Source: an optimization exercise on an open RTL-to-GDS flow (aim: small area and few clock cycles). Production flows keep margins and buffers that such runs may drop.
Function was checked by simulation only, so behaviour that the tests miss may differ from the original.

==> fjord: inputs <==
// fat12_walker
module fat12_walker (
    input  wire        clk,
    input  wire        rst,            
    input  wire        cmd_valid,
    output wire        cmd_ready,
    input  wire [1:0]  cmd_op,         
    input  wire [15:0] cmd_arg,        
    input  wire        med_present,
    input  wire [20:0] med_size,
    output reg         med_re,
    output reg  [20:0] med_addr,
    input  wire [7:0]  med_rdata,      
    output reg         out_valid,
    input  wire        out_ready,
    output reg  [20:0] out_cluster,
    output reg  [20:0] out_offset,
    output reg         done,
    output reg         done_ok,
    output reg  [31:0] done_count,
    output reg  [31:0] done_total
);
    localparam OP_CHAIN = 2'd0, OP_ALLOC = 2'd1;    
    localparam S_IDLE = 4'd0,    
               S_G    = 4'd1,    
               S_RI   = 4'd2,    
               S_MAC  = 4'd3,    
               S_DIV  = 4'd4,    
               S_RD2  = 4'd5,    
               S_F    = 4'd6,    
               S_F2   = 4'd7,    
               S_CHS  = 4'd8,    
               S_CH1  = 4'd9,    
               S_CH0  = 4'd10,   
               S_CHH  = 4'd11,   
               S_SS   = 4'd12,   
               S_SCAN = 4'd13,   
               S_FIN  = 4'd14,   
               S_RL   = 4'd15;   
    localparam MO_BPC = 3'd0,    
               MO_FS  = 3'd1,    
               MO_FE  = 3'd2,    
               MO_NF  = 3'd3,    
               MO_DS  = 3'd4,    
               MO_OFF = 3'd5,    
               MO_RSV = 3'd6,    
               MO_RDS = 3'd7;    
    reg [3:0]  st;
    reg [3:0]  gs;
    reg [1:0]  op;
    reg [2:0]  mop;
    reg [5:0]  mi;
    reg [1:0]  dop;              
    reg        bad;              
    reg        tsd;              
    reg        offr;             
    reg        tcd;              
    reg        sok;              
    reg        pa;               
    reg [7:0]  lo;
    reg [4:0]  sreg;             
    reg        p2reg;            
    reg [20:0] fs, fe;           
    reg [20:0] bpc;              
    reg        bpc_big;
  ...
export LEC_CHECK = 0
export CAP_MARGIN = 20
export CORE_MARGIN = 2
export CORE_UTILIZATION = 55
export CTS_CLUSTER_DIAMETER = 100
export CTS_CLUSTER_SIZE = 20
export SLEW_MARGIN = 20
create_clock -name core_clock -period 20.0 [get_ports {clk}]
run.sh (not shown) runs the stock make flow with config.mk's settings and CLKGATE_MAP_FILE= SYNTH_SCRIPT=/design/flow/synth_recipe.tcl, a recipe that flattens the netlist after the stock synthesis.
==> inputs of nickel, as changes to fjord <==
--- a/flow/design.v
+++ b/flow/design.v
@@ -52,13 +52,12 @@
     reg [1:0]  dop;              
     reg        bad;              
     reg        tsd;              
     reg        offr;             
     reg        tcd;              
     reg        sok;              
-    reg        pa;               
     reg [7:0]  lo;
     reg [4:0]  sreg;             
     reg        p2reg;            
     reg [20:0] fs, fe;           
     reg [20:0] bpc;              
     reg        bpc_big;
@@ -149,22 +148,24 @@
     wire [34:0] aiw  = add34({18'd0, ac}, {19'd0, ac[15:1]}, 1'b0);
     wire [16:0] ai   = aiw[16:0];
     wire [34:0] aentw = add34({13'd0, fs}, {17'd0, ai}, 1'b0);
     wire [21:0] aent = aentw[21:0];
     wire [34:0] a1w  = add34({12'd0, a}, 34'd0, 1'b1);
     wire [21:0] a1   = a1w[21:0];
-    wire [34:0] cm2w     = add34({13'd0, clu}, {13'd0, 21'h1FFFFE}, (st == S_SCAN) || pa);
+    wire [34:0] cm2w     = add34({13'd0, clu}, {13'd0, 21'h1FFFFE}, st == S_SCAN);
     wire [20:0] cm2      = cm2w[20:0];
     wire        clu_lt   = (tc[31:21] != 11'd0) || lt34({13'd0, cm2}, {13'd0, tc[20:0]});
     wire        clu_le   = clu_lt;
     wire        clu_ok   = (clu[20:1] != 20'd0) && clu_lt;
     wire        cnt_le   = !lt34({2'b00, tc}, {1'b0, count});      
     wire        steps_ok = sok;
-    wire        med_lt   = lt34({13'd0, med_size}, {12'd0, sum[21:0]});
-    wire        off_bad  = bpc_p2 ? (big21 || med_lt) : (obig || bpc_big);
-    wire        pred     = bpc_p2 && (ech == cn[11:0]) && (cn[20:12] == 9'd0);
+    wire [20:0] off      = out_offset;
+    wire        off_big  = obig;
+    wire [34:0] offew    = add34({13'd0, off}, {13'd0, bpc}, 1'b0);
+    wire [21:0] off_end  = offew[21:0];
+    wire        off_bad  = off_big || bpc_big || lt34({13'd0, med_size}, {12'd0, off_end});
     wire [11:0] ech  = clu[0] ? {med_rdata, lo[7:4]} : {med_rdata[3:0], lo};
     wire        ech_end = (ech >= 12'hFF8) || (ech == 12'd0);
     wire [34:0] cnw    = add34({13'd0, clu}, 34'd0, 1'b1);
     wire [20:0] cn     = cnw[20:0];
     wire        cn_ok  = clu_le;
     wire [11:0] esc    = (ph == 2'd1) ? {med_rdata[3:0], lo} : {med_rdata, lo[7:4]};
@@ -237,16 +238,12 @@
             end
         endcase
         if (st == S_MAC) begin
             ten = mbit;
             if (!first) asel = (cm == MO_NF) ? 2'd1 : 2'd2;
         end
-        if (st == S_CH1 || st == S_CH0) begin
-            sx = 25'd1; sb = s; sr = 1'b0;
-            asel = 2'd2; ten = 1'b1; cin = 1'b0;
-        end
         if (st == S_RD2) begin
             asel = 2'd1; ten = 1'b0; cin = (fld != 16'd0);
         end
     end
     reg [5:0] ia;
     always @(*) begin
@@ -296,13 +293,12 @@
         case (st)
             S_IDLE: med_addr = 21'h0B;
             S_G, S_RI: med_addr = {15'd0, ia};
             S_RL: med_addr = mi[0] ? 21'h11 : 21'h12;
             S_CHS, S_SS: med_addr = aent[20:0];
             S_CH1: med_addr = a1[20:0];
-            S_CH0: med_addr = clu[0] ? a1[20:0] : a[20:0];    
             S_SCAN: med_addr = (s_stall || n_hit) ? a[20:0] : a1[20:0];
             default: med_addr = a[20:0];
         endcase
     end
     always @(posedge clk) begin
         if (rst) begin
@@ -322,13 +318,12 @@
                     gs    <= 4'd0;
                     bad   <= 1'b0;
                     tsd   <= 1'b0;
                     tcd   <= 1'b0;
                     offr  <= 1'b0;
                     sok   <= 1'b1;
-                    pa    <= 1'b0;
                     if (!med_present || med_size < 21'd512) begin
                         okr <= 1'b0;
                         st  <= S_FIN;
                     end else
                         st <= S_G;
                 end
@@ -385,37 +380,25 @@
                     st <= (gs == 4'd11 && tc[15:0] != 16'd0) ? S_F : S_G;
                 end
                 S_MAC: begin
                     mi <= mi + 6'd1;
                     case (cm)
                         MO_NF: dst <= sum[24:0];
-                        default: begin
-                            out_offset <= sum[20:0];
-                            if (cm != MO_OFF || pa) obig <= big21 || (!first && obig);
-                        end
+                        default: begin out_offset <= sum[20:0]; obig <= big21 || (!first && obig); end
                     endcase
                     if (mi == mlast) begin
                         case (cm)
                             MO_BPC: begin
                                 if (op == OP_CHAIN) begin bpc <= sum[20:0]; bpc_big <= big21 || (!first && obig); end
                                 st <= S_RI;
                             end
                             MO_FS: begin fs <= sum[20:0]; if (big21 || (!first && obig)) bad <= 1'b1; st <= S_RI; end
                             MO_FE: begin fe <= sum[20:0]; if (big21 || (!first && obig)) bad <= 1'b1; st <= S_RI; end
                             MO_NF: st <= S_RI;
                             MO_DS: begin dst <= {4'd0, sum[20:0]}; dst_big <= big21 || (!first && obig); mi <= 6'd0; st <= S_F2; end
-                            default: begin    
-                                if (pa) begin
-                                    obig <= big21 || obig || med_lt;
-                                    pa   <= 1'b0;
-                                    mi   <= 6'd0;
-                                end else begin
-                                    offr <= 1'b1;
-                                    st   <= S_CHS;
-                                end
-                            end
+                            default: begin offr <= 1'b1; st <= S_CHS; end    
                         endcase
                     end
                 end
                 S_DIV: begin
                     mi  <= mi + 6'd1;
                     a[15:0] <= dq ? dsub[15:0] : dr[15:0];
@@ -477,13 +460,13 @@
                         dop <= 2'd2; mi <= 6'd0; st <= S_DIV;
                     end
                 end
                 S_CHS: if (!o_busy) begin
                     a <= aent;
                     if (!bpc_p2 && !offr && clu_ok && steps_ok && !bpc_big) begin
-                        mop <= MO_OFF; mi <= 6'd0; pa <= 1'b1; st <= S_MAC;
+                        mop <= MO_OFF; mi <= 6'd0; st <= S_MAC;
                     end else begin
                         if (!offr) begin out_offset <= sum[20:0]; obig <= big21; end
                         st <= S_CH1;
                     end
                 end
                 S_CH1: begin
@@ -503,19 +486,13 @@
                 end
                 S_CH0: if (!fin) begin
                     if (o_busy) st <= S_CHH;
                     else begin
                         clu  <= {9'd0, ech};
                         offr <= 1'b0;
-                        if (pred) begin
-                            a          <= clu[0] ? a1 : a;
-                            out_offset <= sum[20:0];
-                            obig       <= big21;
-                            st         <= S_CH1;
-                        end else
-                            st <= S_CHS;
+                        st   <= S_CHS;
                     end
                 end
                 S_CHH: st <= S_CH0;
                 S_SS: begin
                     a   <= aent;
                     clu <= 21'd1;
CAP_MARGIN = 0   (was 20)
CORE_UTILIZATION = 40   (was 55)
CTS_BUF_LIST = sky130_fd_sc_hd__clkbuf_4   (was not set)
CTS_CLUSTER_DIAMETER = not set   (was 100)
CTS_CLUSTER_SIZE = not set   (was 20)
GPL_TIMING_DRIVEN = 0   (was not set)
SLEW_MARGIN = 0   (was 20)
==> inputs of onyx, as changes to fjord <==
CORE_UTILIZATION = 60   (was 55)
==> comparison table <==
| item | fjord | nickel | onyx |
|---|---|---|---|
| Outcome | finished clean | finished clean | finished clean |
| Worst Clk Skew | 0.0452 ns | 0.0691 ns | 0.0205 ns |
| Violation count after the first detailed-route iteration | 4,622 | 3,882 | 5,225 |
| Die Y | 217 um | 255 um | 208 um |
| Total buffers and inverters traversed by the critical path | 5 | 9 | 5 |
| Met1 Routed Length | 39,000 um | 52,600 um | 36,900 um |
| Layout inverter count without the clock tree | 214 | 250 | 214 |
| # clk buffers | 24 | 113 | 24 |
| Fraction of standard cell area that is sequential | 28.6% | 27.2% | 28.6% |
| Maximum single-stage delay on the critical path | 0.49 ns | 0.48 ns | 0.55 ns |
| Area of the multi-input gates | 15,400 um2 | 15,400 um2 | 15,400 um2 |
| Maximum number of pins on one net before global-route repair | 58 | 26 | 58 |
| Mux cell area share after synthesis | 5.87% | 4.84% | 5.87% |
Testbench counts of fjord, summed over its fixed seeds: cycles 72,439.
Testbench counts of nickel, summed over its fixed seeds: cycles 73,816.
Testbench counts of onyx, summed over its fixed seeds: cycles 72,439.

## what the ideal ports hide
No port has a modelled driver above. Below, the same layouts with a new extraction and two added sets of constraints.
Step 1: set_driving_cell puts a clkbuf_16 on clk and a buf_2 on each other input, an assumption about the parent block.
Step 2 adds t to the input delays and takes it off the output delays; t is the mean of the earliest and latest rising clock arrival at the registers after step 1. Input paths then give back, and output paths get back, about the clock's delay inside the block.
Slacks: ideal ports / drivers / drivers and shift; pairs: ideal ports / drivers.
run	t (ns)	setup slack, ns	worst register clock-pin slew, ns
fjord	0.598	0.721 / 0.721 / 0.721	0.10 / 0.10
nickel	0.913	0.587 / 0.587 / 0.587	0.08 / 0.08
onyx	0.605	0.586 / 0.586 / 0.586	0.10 / 0.10
After both steps every run listed still meets setup and hold.
